This design comes from an exercise in tuning for small area and a short achievable clock period on the open sky130 flow, not from production work. RTL that was checked went through simulation tests only; none was proved equivalent to the original. No activity file was given, so power comes from the tool's default toggle rates.

==> build 16: inputs <==
==> flow/design.v <==
module mbot_rx_engine (
    input  wire        clk,
    input  wire        rst,
    input  wire        rx_valid,
    input  wire [7:0]  rx_data,
    output wire        rx_ready,
    input  wire        alloc_valid,
    input  wire [7:0]  alloc_handle,
    output wire [7:0]  alloc_index,
    input  wire        discard_all,
    output reg         cb_valid,
    input  wire        cb_ready,
    output reg         cb_first,
    output reg  [7:0]  cb_handle,
    output reg  [1:0]  cb_kind,
    output reg  [31:0] cb_value,
    output reg  [7:0]  cb_len,
    output reg  [7:0]  cb_byte
);
    localparam [2:0] S_PREFIX_A = 3'd0,
                     S_PREFIX_B = 3'd1,
                     S_INDEX    = 3'd2,
                     S_TYPE     = 3'd3,
                     S_PAYLOAD  = 3'd4,
                     S_SUFFIX_A = 3'd5,
                     S_SUFFIX_B = 3'd6,
                     S_TEXTLEN  = 3'd7;
    localparam [1:0] KIND_INT   = 2'd0,
                     KIND_FLOAT = 2'd1,
                     KIND_TEXT  = 2'd2;
    localparam [7:0] IDX_MIN = 8'd2,
                     IDX_MAX = 8'd254;
    reg [2:0] rxs;
    reg [7:0] rx_index;
    reg [1:0] lcode;        
    reg [7:0] ptr;          
    reg       rdy;          
    reg       cb_last;      
    reg [7:0] cursor;
    assign rx_ready    = rdy;
    assign alloc_index = cursor;
    wire rx_fire = rx_valid && rdy;
    wire is_text = (cb_kind == KIND_TEXT);
    wire cb_take = cb_valid && cb_ready;
    function [255:0] dec8;
        input [7:0] a;
        reg [15:0] hi, lo;
        integer k;
        begin
            hi = 16'd1 << a[7:4];
            lo = 16'd1 << a[3:0];
            for (k = 0; k < 256; k = k + 1)
                dec8[k] = hi[k / 16] & lo[k % 16];
        end
    endfunction
    wire [255:0] ln_cur = dec8(cursor);
    wire [255:0] ln_idx = dec8(rx_index);
    reg [7:0] tb     [0:255];
    reg [7:0] handle [2:254];
    reg [254:2] pend;
    reg [7:0] hd_rd;      
    reg       pd_rd;      
    integer j;
    always @(*) begin
        hd_rd = 8'd0;
        pd_rd = 1'b0;
        for (j = 2; j < 255; j = j + 1) begin
            hd_rd = hd_rd | ({8{ln_idx[j]}} & handle[j]);
            pd_rd = pd_rd | (ln_idx[j] & pend[j]);
        end
    end
    wire known_tag = (rx_data >= 8'h01) && (rx_data <= 8'h06);
    wire [7:0] nlen = {5'd0, lcode == 2'd2, lcode == 2'd1, lcode == 2'd0};
    wire pay_last  = (ptr == (is_text ? cb_len : nlen));
    wire st_pay    = (rxs == S_PAYLOAD);
    wire pay_fire  = rx_fire && st_pay;
    wire type_fire = rx_fire && (rxs == S_TYPE) && known_tag;
    wire frame_done = rx_fire && (rxs == S_SUFFIX_B) && (rx_data == 8'h0A);
    reg [7:0] hd_q;
    reg       pd_q;
    wire      fwd = alloc_valid && (cursor == rx_index);
    always @(posedge clk) begin
        hd_q <= fwd ? alloc_handle : hd_rd;
        pd_q <= fwd ? 1'b1 : (discard_all || frame_done) ? 1'b0 : pd_rd;
    end
    wire frame_hit  = frame_done && pd_q;
    always @(posedge clk) begin
        if (rst) begin
            rxs <= S_PREFIX_A;
        end else if (rx_fire) begin
            case (rxs)
                S_PREFIX_A: if (rx_data == 8'hFF) rxs <= S_PREFIX_B;
                S_PREFIX_B: rxs <= (rx_data == 8'h55) ? S_INDEX : S_PREFIX_A;
                S_INDEX:    rxs <= S_TYPE;
                S_TYPE: begin
                    if (!known_tag)             rxs <= S_PREFIX_A;
                    else if (rx_data == 8'h04)  rxs <= S_TEXTLEN;
                    else                        rxs <= S_PAYLOAD;
                end
                S_TEXTLEN:  rxs <= (rx_data == 8'd0) ? S_SUFFIX_A : S_PAYLOAD;
                S_PAYLOAD:  if (pay_last) rxs <= S_SUFFIX_A;
                S_SUFFIX_A: rxs <= (rx_data == 8'h0D) ? S_SUFFIX_B : S_PREFIX_A;
                default:    rxs <= S_PREFIX_A;
            endcase
        end
    end
    always @(posedge clk) begin
        if (rx_fire && rxs == S_INDEX)
            rx_index <= rx_data;
    end
    always @(posedge clk) begin
        if (type_fire) begin
            case (rx_data[2:0])
                3'd1:    begin cb_kind <= KIND_INT;   lcode <= 2'd0; end
                3'd3:    begin cb_kind <= KIND_INT;   lcode <= 2'd1; end
                3'd6:    begin cb_kind <= KIND_INT;   lcode <= 2'd2; end
                3'd4:    begin cb_kind <= KIND_TEXT;  lcode <= 2'd2; end
                default: begin cb_kind <= KIND_FLOAT; lcode <= 2'd2; end
            endcase
        end
    end
    always @(posedge clk) begin
        if (type_fire)
            cb_len <= 8'd0;
        else if (rx_fire && rxs == S_TEXTLEN)
            cb_len <= rx_data;
    end
    genvar g;
    generate
        for (g = 0; g < 4; g = g + 1) begin : g_val
            always @(posedge clk) begin
                if (type_fire)
                    cb_value[8*g+7:8*g] <= 8'd0;
                else if (pay_fire && !is_text && ptr == g + 1)
                    cb_value[8*g+7:8*g] <= rx_data;
            end
        end
    endgenerate
    wire [7:0] lm1   = cb_len - 8'd1;           
    wire [15:0] ent  = st_pay ? (16'd1 << lm1[3:0]) : 16'd0;
    wire [7:0] tap   = tb[8'd240 - {lm1[7:4], 4'd0}];
    wire tb_shift    = pay_fire || frame_hit || (cb_take && !cb_first);
    generate
        for (g = 0; g < 256; g = g + 1) begin : g_tb
            always @(posedge clk)
                if (tb_shift) begin
                    if (g == 255)
                        tb[g] <= rx_data;
                    else if (g >= 240 && ent[g % 16])
                        tb[g] <= rx_data;
                    else
                        tb[g] <= tb[(g + 1) % 256];
                end
        end
    endgenerate
    wire hdr_end = !is_text || (cb_len == 8'd0);
    always @(posedge clk) begin
        if (type_fire)
            ptr <= 8'd1;
        else if (pay_fire || (cb_take && !cb_first))
            ptr <= ptr + 8'd1;
        else if (frame_hit)
            ptr <= 8'd2;
    end
    always @(posedge clk) begin
        if (rst) begin
            cb_valid <= 1'b0;
            rdy      <= 1'b1;
        end else if (frame_hit) begin
            cb_valid <= 1'b1;
            rdy      <= 1'b0;
        end else if (cb_take && (cb_first ? hdr_end : cb_last)) begin
            cb_valid <= 1'b0;
            rdy      <= 1'b1;
        end
    end
    always @(posedge clk) begin
        if (frame_hit) begin
            cb_first  <= 1'b1;
            cb_handle <= hd_q;
            cb_byte   <= tap;
            cb_last   <= (cb_len == 8'd1);
        end else if (cb_take) begin
            cb_first <= 1'b0;
            if (!cb_first) begin
                cb_byte <= tap;
                cb_last <= pay_last;
            end
        end
    end
    always @(posedge clk) begin
        if (rst)
            cursor <= IDX_MIN;
        else if (alloc_valid)
            cursor <= (cursor == IDX_MAX) ? IDX_MIN : cursor + 8'd1;
    end
    generate
        for (g = 2; g < 255; g = g + 1) begin : g_tbl
            always @(posedge clk)
                if (alloc_valid && ln_cur[g])
                    handle[g] <= alloc_handle;
            always @(posedge clk) begin
                if (rst)
                    pend[g] <= 1'b0;
                else if (alloc_valid && ln_cur[g])
                    pend[g] <= 1'b1;
                else if (discard_all || (frame_done && ln_idx[g]))
                    pend[g] <= 1'b0;
            end
        end
    endgenerate
endmodule
==> flow/run.sh <==
#!/bin/bash
# synth_recipe.tcl (not shown) runs the flow's synth.tcl, then flattens the netlist and writes it again
# the make line also repeats each setting of config.mk as NAME=value (left out here)
make -C /OpenROAD-flow-scripts/flow DESIGN_CONFIG=/design/flow/config.mk WORK_HOME=/design/flow/orfs CLKGATE_MAP_FILE= SYNTH_SCRIPT=/design/flow/synth_recipe.tcl finish
==> flow/config.mk <==
export PLATFORM = sky130hd
export DESIGN_NAME = mbot_rx_engine
export DESIGN_NICKNAME = mbot_rx_engine
export VERILOG_FILES = /design/flow/design.v
export SDC_FILE = /design/flow/constraint.sdc
export NUM_CORES = 4
export LEC_CHECK = 0
export CAP_MARGIN = 20
export CORE_MARGIN = 2
export CORE_UTILIZATION = 55
export PLACE_DENSITY = 0.68
export SETUP_SLACK_MARGIN = 3.5
export SLEW_MARGIN = 20
==> flow/constraint.sdc <==
create_clock -name core_clock -period 6.5 [get_ports {clk}]
set_input_delay 1.3000 -clock core_clock [delete_from_list [all_inputs] [get_ports {clk}]]
set_output_delay 1.3000 -clock core_clock [all_outputs]
set_load 0.01 [all_outputs]
==> trial 52 (differences from build 16) <==
==> flow/design.v, changed modules only <==
module mbot_rx_engine (
    input  wire        clk,
    input  wire        rst,
    input  wire        rx_valid,
    input  wire [7:0]  rx_data,
    output wire        rx_ready,
    input  wire        alloc_valid,
    input  wire [7:0]  alloc_handle,
    output wire [7:0]  alloc_index,
    input  wire        discard_all,
    output reg         cb_valid,
    input  wire        cb_ready,
    output reg         cb_first,
    output reg  [7:0]  cb_handle,
    output reg  [1:0]  cb_kind,
    output reg  [31:0] cb_value,
    output reg  [7:0]  cb_len,
    output reg  [7:0]  cb_byte
);
    localparam [2:0] S_PREFIX_A = 3'd0,
                     S_PREFIX_B = 3'd1,
                     S_INDEX    = 3'd2,
                     S_TYPE     = 3'd3,
                     S_PAYLOAD  = 3'd4,
                     S_SUFFIX_A = 3'd5,
                     S_SUFFIX_B = 3'd6,
                     S_TEXTLEN  = 3'd7;
    localparam [1:0] KIND_INT   = 2'd0,
                     KIND_FLOAT = 2'd1,
                     KIND_TEXT  = 2'd2;
    localparam [7:0] IDX_MIN = 8'd2,
                     IDX_MAX = 8'd254;
    reg [2:0] rxs;
    reg [1:0] lcode;        
    reg [7:0] ptr;          
    reg       rdy;          
    reg       cb_last;      
    reg [7:0] cursor;
    assign rx_ready    = rdy;
    assign alloc_index = cursor;
    wire rx_fire = rx_valid && rdy;
    wire is_text = (cb_kind == KIND_TEXT);
    wire cb_take = cb_valid && cb_ready;
    reg [7:0] th [2:254];        
    reg [254:2] tp;              
    reg       al_r;
    reg [7:0] ah_r;
    reg [7:0] cur_r;             
    wire [15:0] wlo = 16'd1 << cur_r[3:0];
    wire [15:0] whi = 16'd1 << cur_r[7:4];
    reg [7:0] idx;
    reg [15:0] ilo, ihi;
    reg [254:2] wl, rl;          
    integer k;
    always @(*)
        for (k = 2; k < 255; k = k + 1) begin
            wl[k] = al_r & whi[k / 16] & wlo[k % 16];
            rl[k] = ihi[k / 16] & ilo[k % 16];
        end
    reg [7:0] gh_rd [0:15];
    reg       gp_rd [0:15];
    integer j, h;
    always @(*) begin
        for (h = 0; h < 16; h = h + 1) begin
            gh_rd[h] = 8'd0;
            gp_rd[h] = 1'b0;
            for (j = 0; j < 16; j = j + 1)
                if (16 * h + j >= 2 && 16 * h + j < 255) begin
                    gh_rd[h] = gh_rd[h] | ({8{ilo[j]}} & th[16 * h + j]);
                    gp_rd[h] = gp_rd[h] | (ilo[j] & tp[16 * h + j]);
                end
        end
    end
    wire trk_wait = al_r && (cur_r == idx);      
    wire trk_cur  = (cursor == idx);             
    wire known_tag = (rx_data >= 8'h01) && (rx_data <= 8'h06);
    wire [7:0] nlen = {5'd0, lcode == 2'd2, lcode == 2'd1, lcode == 2'd0};
    wire pay_last  = (ptr == (is_text ? cb_len : nlen));
    wire st_pay    = (rxs == S_PAYLOAD);
    wire pay_fire  = rx_fire && st_pay;
    wire type_fire = rx_fire && (rxs == S_TYPE) && known_tag;
    wire frame_done = rx_fire && (rxs == S_SUFFIX_B) && (rx_data == 8'h0A);
    reg [7:0] hd_q;
    reg       pd_q;
    reg [7:0] ga_h [0:15];
    reg [15:0] ga_p;
    reg [15:0] ga_sel;
    reg       ga_new, ga_wait, ga_clr;
    reg [7:0] ga_nh, ga_wh;
    wire      clr     = discard_all || frame_done;
    wire      new_idx = alloc_valid && trk_cur;
    reg [7:0] ga_hs;
    always @(*) begin
        ga_hs = 8'd0;
        for (h = 0; h < 16; h = h + 1)
            ga_hs = ga_hs | ({8{ga_sel[h]}} & ga_h[h]);
    end
    wire [7:0] v1_h = ga_new ? ga_nh : ga_wait ? ga_wh : ga_hs;
    wire       v1_p = ga_new || (ga_wait ? !ga_clr : |(ga_p & ga_sel));
    always @(posedge clk) begin
        for (h = 0; h < 16; h = h + 1) begin
            ga_h[h] <= gh_rd[h];
            ga_p[h] <= gp_rd[h] && !clr;
        end
        ga_sel  <= ihi;
        ga_new  <= new_idx;
        ga_nh   <= alloc_handle;
        ga_wait <= trk_wait;
        ga_wh   <= ah_r;
        ga_clr  <= clr;
        hd_q <= new_idx ? alloc_handle : v1_h;
        pd_q <= new_idx || (!clr && v1_p);
    end
    wire frame_hit  = frame_done && pd_q;
    always @(posedge clk) begin
        if (rst) begin
            rxs <= S_PREFIX_A;
        end else if (rx_fire) begin
            case (rxs)
                S_PREFIX_A: if (rx_data == 8'hFF) rxs <= S_PREFIX_B;
                S_PREFIX_B: rxs <= (rx_data == 8'h55) ? S_INDEX : S_PREFIX_A;
                S_INDEX:    rxs <= S_TYPE;
                S_TYPE: begin
                    if (!known_tag)             rxs <= S_PREFIX_A;
                    else if (rx_data == 8'h04)  rxs <= S_TEXTLEN;
                    else                        rxs <= S_PAYLOAD;
                end
                S_TEXTLEN:  rxs <= (rx_data == 8'd0) ? S_SUFFIX_A : S_PAYLOAD;
                S_PAYLOAD:  if (pay_last) rxs <= S_SUFFIX_A;
                S_SUFFIX_A: rxs <= (rx_data == 8'h0D) ? S_SUFFIX_B : S_PREFIX_A;
                default:    rxs <= S_PREFIX_A;
            endcase
        end
    end
    wire idx_byte = rx_fire && (rxs == S_INDEX);
    always @(posedge clk) begin
        if (idx_byte) begin
            idx <= rx_data;
            ilo <= 16'd1 << rx_data[3:0];
            ihi <= 16'd1 << rx_data[7:4];
        end
    end
    always @(posedge clk) begin
        if (type_fire) begin
            case (rx_data[2:0])
                3'd1:    begin cb_kind <= KIND_INT;   lcode <= 2'd0; end
                3'd3:    begin cb_kind <= KIND_INT;   lcode <= 2'd1; end
                3'd6:    begin cb_kind <= KIND_INT;   lcode <= 2'd2; end
                3'd4:    begin cb_kind <= KIND_TEXT;  lcode <= 2'd2; end
                default: begin cb_kind <= KIND_FLOAT; lcode <= 2'd2; end
            endcase
        end
    end
    always @(posedge clk) begin
        if (type_fire)
            cb_len <= 8'd0;
        else if (rx_fire && rxs == S_TEXTLEN)
            cb_len <= rx_data;
    end
    genvar g;
    generate
        for (g = 0; g < 4; g = g + 1) begin : g_val
            always @(posedge clk) begin
                if (type_fire)
                    cb_value[8*g+7:8*g] <= 8'd0;
                else if (pay_fire && !is_text && ptr == g + 1)
                    cb_value[8*g+7:8*g] <= rx_data;
            end
        end
    endgenerate
    reg [7:0] tb [0:255];
    wire [7:0] lm1   = cb_len - 8'd1;           
    wire [15:0] ent  = st_pay ? (16'd1 << lm1[3:0]) : 16'd0;
    wire [7:0] tap   = tb[8'd240 - {lm1[7:4], 4'd0}];
    wire tb_shift    = pay_fire || frame_hit || (cb_take && !cb_first);
    generate
        for (g = 0; g < 256; g = g + 1) begin : g_tb
            always @(posedge clk)
                if (tb_shift) begin
                    if (g == 255)
                        tb[g] <= rx_data;
                    else if (g >= 240 && ent[g % 16])
                        tb[g] <= rx_data;
                    else
                        tb[g] <= tb[(g + 1) % 256];
                end
        end
    endgenerate
    wire hdr_end = !is_text || (cb_len == 8'd0);
    always @(posedge clk) begin
        if (type_fire)
            ptr <= 8'd1;
        else if (pay_fire || (cb_take && !cb_first))
            ptr <= ptr + 8'd1;
        else if (frame_hit)
            ptr <= 8'd2;
    end
    always @(posedge clk) begin
        if (rst) begin
            cb_valid <= 1'b0;
            rdy      <= 1'b1;
        end else if (frame_hit) begin
            cb_valid <= 1'b1;
            rdy      <= 1'b0;
        end else if (cb_take && (cb_first ? hdr_end : cb_last)) begin
            cb_valid <= 1'b0;
            rdy      <= 1'b1;
        end
    end
    always @(posedge clk) begin
        if (frame_hit) begin
            cb_first  <= 1'b1;
            cb_handle <= hd_q;
            cb_byte   <= tap;
            cb_last   <= (cb_len == 8'd1);
        end else if (cb_take) begin
            cb_first <= 1'b0;
            if (!cb_first) begin
                cb_byte <= tap;
                cb_last <= pay_last;
            end
        end
    end
    always @(posedge clk) begin
        if (rst)
            cursor <= IDX_MIN;
        else if (alloc_valid)
            cursor <= (cursor == IDX_MAX) ? IDX_MIN : cursor + 8'd1;
    end
    wire tp_in = !(discard_all || (frame_done && trk_wait));
    always @(posedge clk) begin
        al_r  <= alloc_valid && !rst;
        ah_r  <= alloc_handle;
        cur_r <= cursor;
    end
    generate
        for (g = 2; g < 255; g = g + 1) begin : g_tbl
            always @(posedge clk)
                if (wl[g])
                    th[g] <= ah_r;
            always @(posedge clk) begin
                if (rst)
                    tp[g] <= 1'b0;
                else if (wl[g])
                    tp[g] <= tp_in;
                else if (discard_all || (frame_done && rl[g]))
                    tp[g] <= 1'b0;
            end
        end
    endgenerate
endmodule
--- a/flow/config.mk
+++ b/flow/config.mk
@@ -7,7 +7,9 @@
 export LEC_CHECK = 0
 export CAP_MARGIN = 20
 export CORE_MARGIN = 2
-export CORE_UTILIZATION = 55
-export PLACE_DENSITY = 0.68
-export SETUP_SLACK_MARGIN = 3.5
+export CORE_UTILIZATION = 40
+export CTS_CLUSTER_DIAMETER = 100
+export CTS_CLUSTER_SIZE = 20
+export PLACE_DENSITY = 0.55
+export SETUP_SLACK_MARGIN = 3.7
 export SLEW_MARGIN = 20
==> trial 46 (differences from build 16) <==
==> flow/design.v, changed modules only <==
module mbot_rx_engine (
    input  wire        clk,
    input  wire        rst,
    input  wire        rx_valid,
    input  wire [7:0]  rx_data,
    output wire        rx_ready,
    input  wire        alloc_valid,
    input  wire [7:0]  alloc_handle,
    output wire [7:0]  alloc_index,
    input  wire        discard_all,
    output reg         cb_valid,
    input  wire        cb_ready,
    output reg         cb_first,
    output reg  [7:0]  cb_handle,
    output reg  [1:0]  cb_kind,
    output reg  [31:0] cb_value,
    output reg  [7:0]  cb_len,
    output reg  [7:0]  cb_byte
);
    localparam [2:0] S_PREFIX_A = 3'd0,
                     S_PREFIX_B = 3'd1,
                     S_INDEX    = 3'd2,
                     S_TYPE     = 3'd3,
                     S_PAYLOAD  = 3'd4,
                     S_SUFFIX_A = 3'd5,
                     S_SUFFIX_B = 3'd6,
                     S_TEXTLEN  = 3'd7;
    localparam [1:0] KIND_INT   = 2'd0,
                     KIND_FLOAT = 2'd1,
                     KIND_TEXT  = 2'd2;
    localparam [7:0] IDX_MIN = 8'd2,
                     IDX_MAX = 8'd254;
    reg [2:0] rxs;
    reg [1:0] lcode;        
    reg [7:0] ptr;          
    reg       rdy;          
    reg       cb_last;      
    reg [7:0] cursor;
    assign rx_ready    = rdy;
    assign alloc_index = cursor;
    wire rx_fire = rx_valid && rdy;
    wire is_text = (cb_kind == KIND_TEXT);
    wire cb_take = cb_valid && cb_ready;
    reg [7:0] th [0:252];        
    reg [252:0] tp;              
    reg       al_r;
    reg [7:0] ah_r;
    reg [7:0] rel;
    reg [15:0] rlo, rhi;         
    reg       idx_ok;
    reg [255:0] ln_rel;
    integer k;
    always @(*)
        for (k = 0; k < 256; k = k + 1)
            ln_rel[k] = rhi[k / 16] & rlo[k % 16];
    reg [7:0] gh_rd [0:15];
    reg       gp_rd [0:15];
    integer j, h;
    always @(*) begin
        for (h = 0; h < 16; h = h + 1) begin
            gh_rd[h] = 8'd0;
            gp_rd[h] = 1'b0;
            for (j = 0; j < 16; j = j + 1)
                if (16 * h + j < 253) begin
                    gh_rd[h] = gh_rd[h] | ({8{rlo[j]}} & th[16 * h + j]);
                    gp_rd[h] = gp_rd[h] | (rlo[j] & tp[16 * h + j]);
                end
        end
    end
    wire trk_wait = al_r && (rel == 8'd252);                  
    wire trk_cur  = al_r ? (rel == 8'd251) : (rel == 8'd252);  
    wire known_tag = (rx_data >= 8'h01) && (rx_data <= 8'h06);
    wire [7:0] nlen = {5'd0, lcode == 2'd2, lcode == 2'd1, lcode == 2'd0};
    wire pay_last  = (ptr == (is_text ? cb_len : nlen));
    wire st_pay    = (rxs == S_PAYLOAD);
    wire pay_fire  = rx_fire && st_pay;
    wire type_fire = rx_fire && (rxs == S_TYPE) && known_tag;
    wire frame_done = rx_fire && (rxs == S_SUFFIX_B) && (rx_data == 8'h0A);
    reg [7:0] hd_q;
    reg       pd_q;
    reg [7:0] ga_h [0:15];
    reg [15:0] ga_p;
    reg [15:0] ga_sel;
    reg       ga_new, ga_wait, ga_clr;
    reg [7:0] ga_nh, ga_wh;
    wire      clr     = discard_all || frame_done;
    wire      new_idx = alloc_valid && trk_cur;
    reg [7:0] ga_hs;
    always @(*) begin
        ga_hs = 8'd0;
        for (h = 0; h < 16; h = h + 1)
            ga_hs = ga_hs | ({8{ga_sel[h]}} & ga_h[h]);
    end
    wire [7:0] v1_h = ga_new ? ga_nh : ga_wait ? ga_wh : ga_hs;
    wire       v1_p = ga_new || (ga_wait ? !ga_clr : |(ga_p & ga_sel));
    always @(posedge clk) begin
        for (h = 0; h < 16; h = h + 1) begin
            ga_h[h] <= gh_rd[h];
            ga_p[h] <= gp_rd[h] && !clr;
        end
        ga_sel  <= rhi;
        ga_new  <= new_idx;
        ga_nh   <= alloc_handle;
        ga_wait <= trk_wait;
        ga_wh   <= ah_r;
        ga_clr  <= clr;
        hd_q <= new_idx ? alloc_handle : v1_h;
        pd_q <= idx_ok && (new_idx || (!clr && v1_p));
    end
    wire frame_hit  = frame_done && pd_q;
    always @(posedge clk) begin
        if (rst) begin
            rxs <= S_PREFIX_A;
        end else if (rx_fire) begin
            case (rxs)
                S_PREFIX_A: if (rx_data == 8'hFF) rxs <= S_PREFIX_B;
                S_PREFIX_B: rxs <= (rx_data == 8'h55) ? S_INDEX : S_PREFIX_A;
                S_INDEX:    rxs <= S_TYPE;
                S_TYPE: begin
                    if (!known_tag)             rxs <= S_PREFIX_A;
                    else if (rx_data == 8'h04)  rxs <= S_TEXTLEN;
                    else                        rxs <= S_PAYLOAD;
                end
                S_TEXTLEN:  rxs <= (rx_data == 8'd0) ? S_SUFFIX_A : S_PAYLOAD;
                S_PAYLOAD:  if (pay_last) rxs <= S_SUFFIX_A;
                S_SUFFIX_A: rxs <= (rx_data == 8'h0D) ? S_SUFFIX_B : S_PREFIX_A;
                default:    rxs <= S_PREFIX_A;
            endcase
        end
    end
    wire       idx_byte = rx_fire && (rxs == S_INDEX);
    reg  [7:0] cm1, cm4;
    wire [8:0] d_na  = {1'b0, cm1} - {1'b0, rx_data};
    wire [7:0] d_nb  = cm4 - rx_data;
    wire [7:0] r_na  = d_na[8] ? d_nb : d_na[7:0];
    wire [7:0] r_inc = (rel == 8'd252) ? 8'd0 : rel + 8'd1;
    wire [7:0] rel_k = al_r ? r_inc : rel;
    always @(posedge clk) begin
        rel <= idx_byte ? r_na : rel_k;
        rlo <= idx_byte ? (16'd1 << r_na[3:0]) : (16'd1 << rel_k[3:0]);
        rhi <= idx_byte ? (16'd1 << r_na[7:4]) : (16'd1 << rel_k[7:4]);
        if (idx_byte)
            idx_ok <= (rx_data >= IDX_MIN) && (rx_data <= IDX_MAX);
    end
    always @(posedge clk) begin
        if (type_fire) begin
            case (rx_data[2:0])
                3'd1:    begin cb_kind <= KIND_INT;   lcode <= 2'd0; end
                3'd3:    begin cb_kind <= KIND_INT;   lcode <= 2'd1; end
                3'd6:    begin cb_kind <= KIND_INT;   lcode <= 2'd2; end
                3'd4:    begin cb_kind <= KIND_TEXT;  lcode <= 2'd2; end
                default: begin cb_kind <= KIND_FLOAT; lcode <= 2'd2; end
            endcase
        end
    end
    always @(posedge clk) begin
        if (type_fire)
            cb_len <= 8'd0;
        else if (rx_fire && rxs == S_TEXTLEN)
            cb_len <= rx_data;
    end
    genvar g;
    generate
        for (g = 0; g < 4; g = g + 1) begin : g_val
            always @(posedge clk) begin
                if (type_fire)
                    cb_value[8*g+7:8*g] <= 8'd0;
                else if (pay_fire && !is_text && ptr == g + 1)
                    cb_value[8*g+7:8*g] <= rx_data;
            end
        end
    endgenerate
    reg [7:0] tb [0:255];
    wire [7:0] lm1   = cb_len - 8'd1;           
    wire [15:0] ent  = st_pay ? (16'd1 << lm1[3:0]) : 16'd0;
    wire [7:0] tap   = tb[8'd240 - {lm1[7:4], 4'd0}];
    wire tb_shift    = pay_fire || frame_hit || (cb_take && !cb_first);
    generate
        for (g = 0; g < 256; g = g + 1) begin : g_tb
            always @(posedge clk)
                if (tb_shift) begin
                    if (g == 255)
                        tb[g] <= rx_data;
                    else if (g >= 240 && ent[g % 16])
                        tb[g] <= rx_data;
                    else
                        tb[g] <= tb[(g + 1) % 256];
                end
        end
    endgenerate
    wire hdr_end = !is_text || (cb_len == 8'd0);
    always @(posedge clk) begin
        if (type_fire)
            ptr <= 8'd1;
        else if (pay_fire || (cb_take && !cb_first))
            ptr <= ptr + 8'd1;
        else if (frame_hit)
            ptr <= 8'd2;
    end
    always @(posedge clk) begin
        if (rst) begin
            cb_valid <= 1'b0;
            rdy      <= 1'b1;
        end else if (frame_hit) begin
            cb_valid <= 1'b1;
            rdy      <= 1'b0;
        end else if (cb_take && (cb_first ? hdr_end : cb_last)) begin
            cb_valid <= 1'b0;
            rdy      <= 1'b1;
        end
    end
    always @(posedge clk) begin
        if (frame_hit) begin
            cb_first  <= 1'b1;
            cb_handle <= hd_q;
            cb_byte   <= tap;
            cb_last   <= (cb_len == 8'd1);
        end else if (cb_take) begin
            cb_first <= 1'b0;
            if (!cb_first) begin
                cb_byte <= tap;
                cb_last <= pay_last;
            end
        end
    end
    always @(posedge clk) begin
        if (rst) begin
            cursor <= IDX_MIN;
            cm1    <= IDX_MIN - 8'd1;
            cm4    <= IDX_MIN - 8'd4;
        end else if (alloc_valid) begin
            cursor <= (cursor == IDX_MAX) ? IDX_MIN : cursor + 8'd1;
            cm1    <= (cursor == IDX_MAX) ? IDX_MIN - 8'd1 : cursor;
            cm4    <= (cursor == IDX_MAX) ? IDX_MIN - 8'd4 : cursor - 8'd3;
        end
    end
    wire [252:0] tp_kept = tp & ~({253{discard_all}} |
                                  ({253{frame_done && idx_ok}} & ln_rel[252:0]));
    wire         tp_in   = !(discard_all || (frame_done && idx_ok && trk_wait));
    always @(posedge clk) begin
        al_r <= alloc_valid && !rst;
        ah_r <= alloc_handle;
        if (rst)
            tp <= 253'd0;
        else if (al_r)
            tp <= {tp_kept[251:0], tp_in};
        else
            tp <= tp_kept;
    end
    generate
        for (g = 0; g < 253; g = g + 1) begin : g_th
            always @(posedge clk)
                if (al_r)
                    th[g] <= (g == 0) ? ah_r : th[(g + 252) % 253];
        end
    endgenerate
endmodule
--- a/flow/config.mk
+++ b/flow/config.mk
@@ -7,7 +7,9 @@
 export LEC_CHECK = 0
 export CAP_MARGIN = 20
 export CORE_MARGIN = 2
-export CORE_UTILIZATION = 55
-export PLACE_DENSITY = 0.68
-export SETUP_SLACK_MARGIN = 3.5
+export CORE_UTILIZATION = 40
+export CTS_CLUSTER_DIAMETER = 100
+export CTS_CLUSTER_SIZE = 20
+export PLACE_DENSITY = 0.55
+export SETUP_SLACK_MARGIN = 3.7
 export SLEW_MARGIN = 20
==> comparison <==
Build 16 ended with an error in global routing. Trial 46 finished with timing, DRC and antenna clean. Trial 52 ran to the end with no violations.
Between trial 46 and trial 52, the lower power is in trial 52 (gap about 18%, measured against trial 52).
In die area, trial 46 and trial 52 hardly differ.
Against trial 46, the core utilization of trial 52 is higher by 0.23 points.
Of trial 52 and trial 46, trial 46 has the higher clock-buffer cell count (gap 11).
==> figures <==
| quantity | trial 52 | trial 46 | build 16 |
|---|---|---|---|
| TritonCTS clock tree | yes | yes | - |
| Worst path max stage delay | 1020 ps | 520 ps | - |
| Multiplexer share of the synthesized area | 0.984% | 2.40% | 1.15% |
| Syn Area/Cell | 18.4 µm² | 18.7 µm² | 17.3 µm² |
| Non-clock buffer share of cell area | 3.44% | 3.24% | - |
| Total Neg Setup Slack | 0 ps | 0 ps | - |
| Synthesized instance count | 8718 | 8574 | 9058 |
| Outcome | finished clean | finished clean | did not finish |
| Failing step | - | - | global routing |
| Placeable core region | 0.399 mm² | 0.399 mm² | - |
| Reg2Reg Setup Slack | 3550 ps | 3700 ps | - |
Only the layout flow was run in build 16; the RTL was not checked for function there.

==> what the ideal ports hide <==
How much do the figures lean on ideal ports? The routed layouts below were timed once more, with nothing changed but the port constraints.
Step 1 (the two cells are an assumption about what drives the block):
set clk [get_ports {clk}]
set_driving_cell -lib_cell sky130_fd_sc_hd__clkbuf_16 $clk
set_driving_cell -lib_cell sky130_fd_sc_hd__buf_2 [delete_from_list [all_inputs] $clk]
Step 2 also shifts input and output timing later by t, the mid clock arrival at the registers, as if the neighbouring blocks saw the same clock.
Three values: ideal ports, drivers, drivers and shift; two values: the first two.
run	t (ns)	slack for setup (ns)	worst register clock-pin slew, ns	cell pins on the clock port's net
trial 52	1.030	3.553 / 3.445 / 2.615	0.09 / 0.09	1
trial 46	0.984	3.578 / 3.475 / 2.779	0.09 / 0.09	1
After both steps setup and hold are still met in every run listed. For trial 52, which loses most, drivers alone change the setup slack by -0.108 ns; drivers and shift together by -0.938 ns.
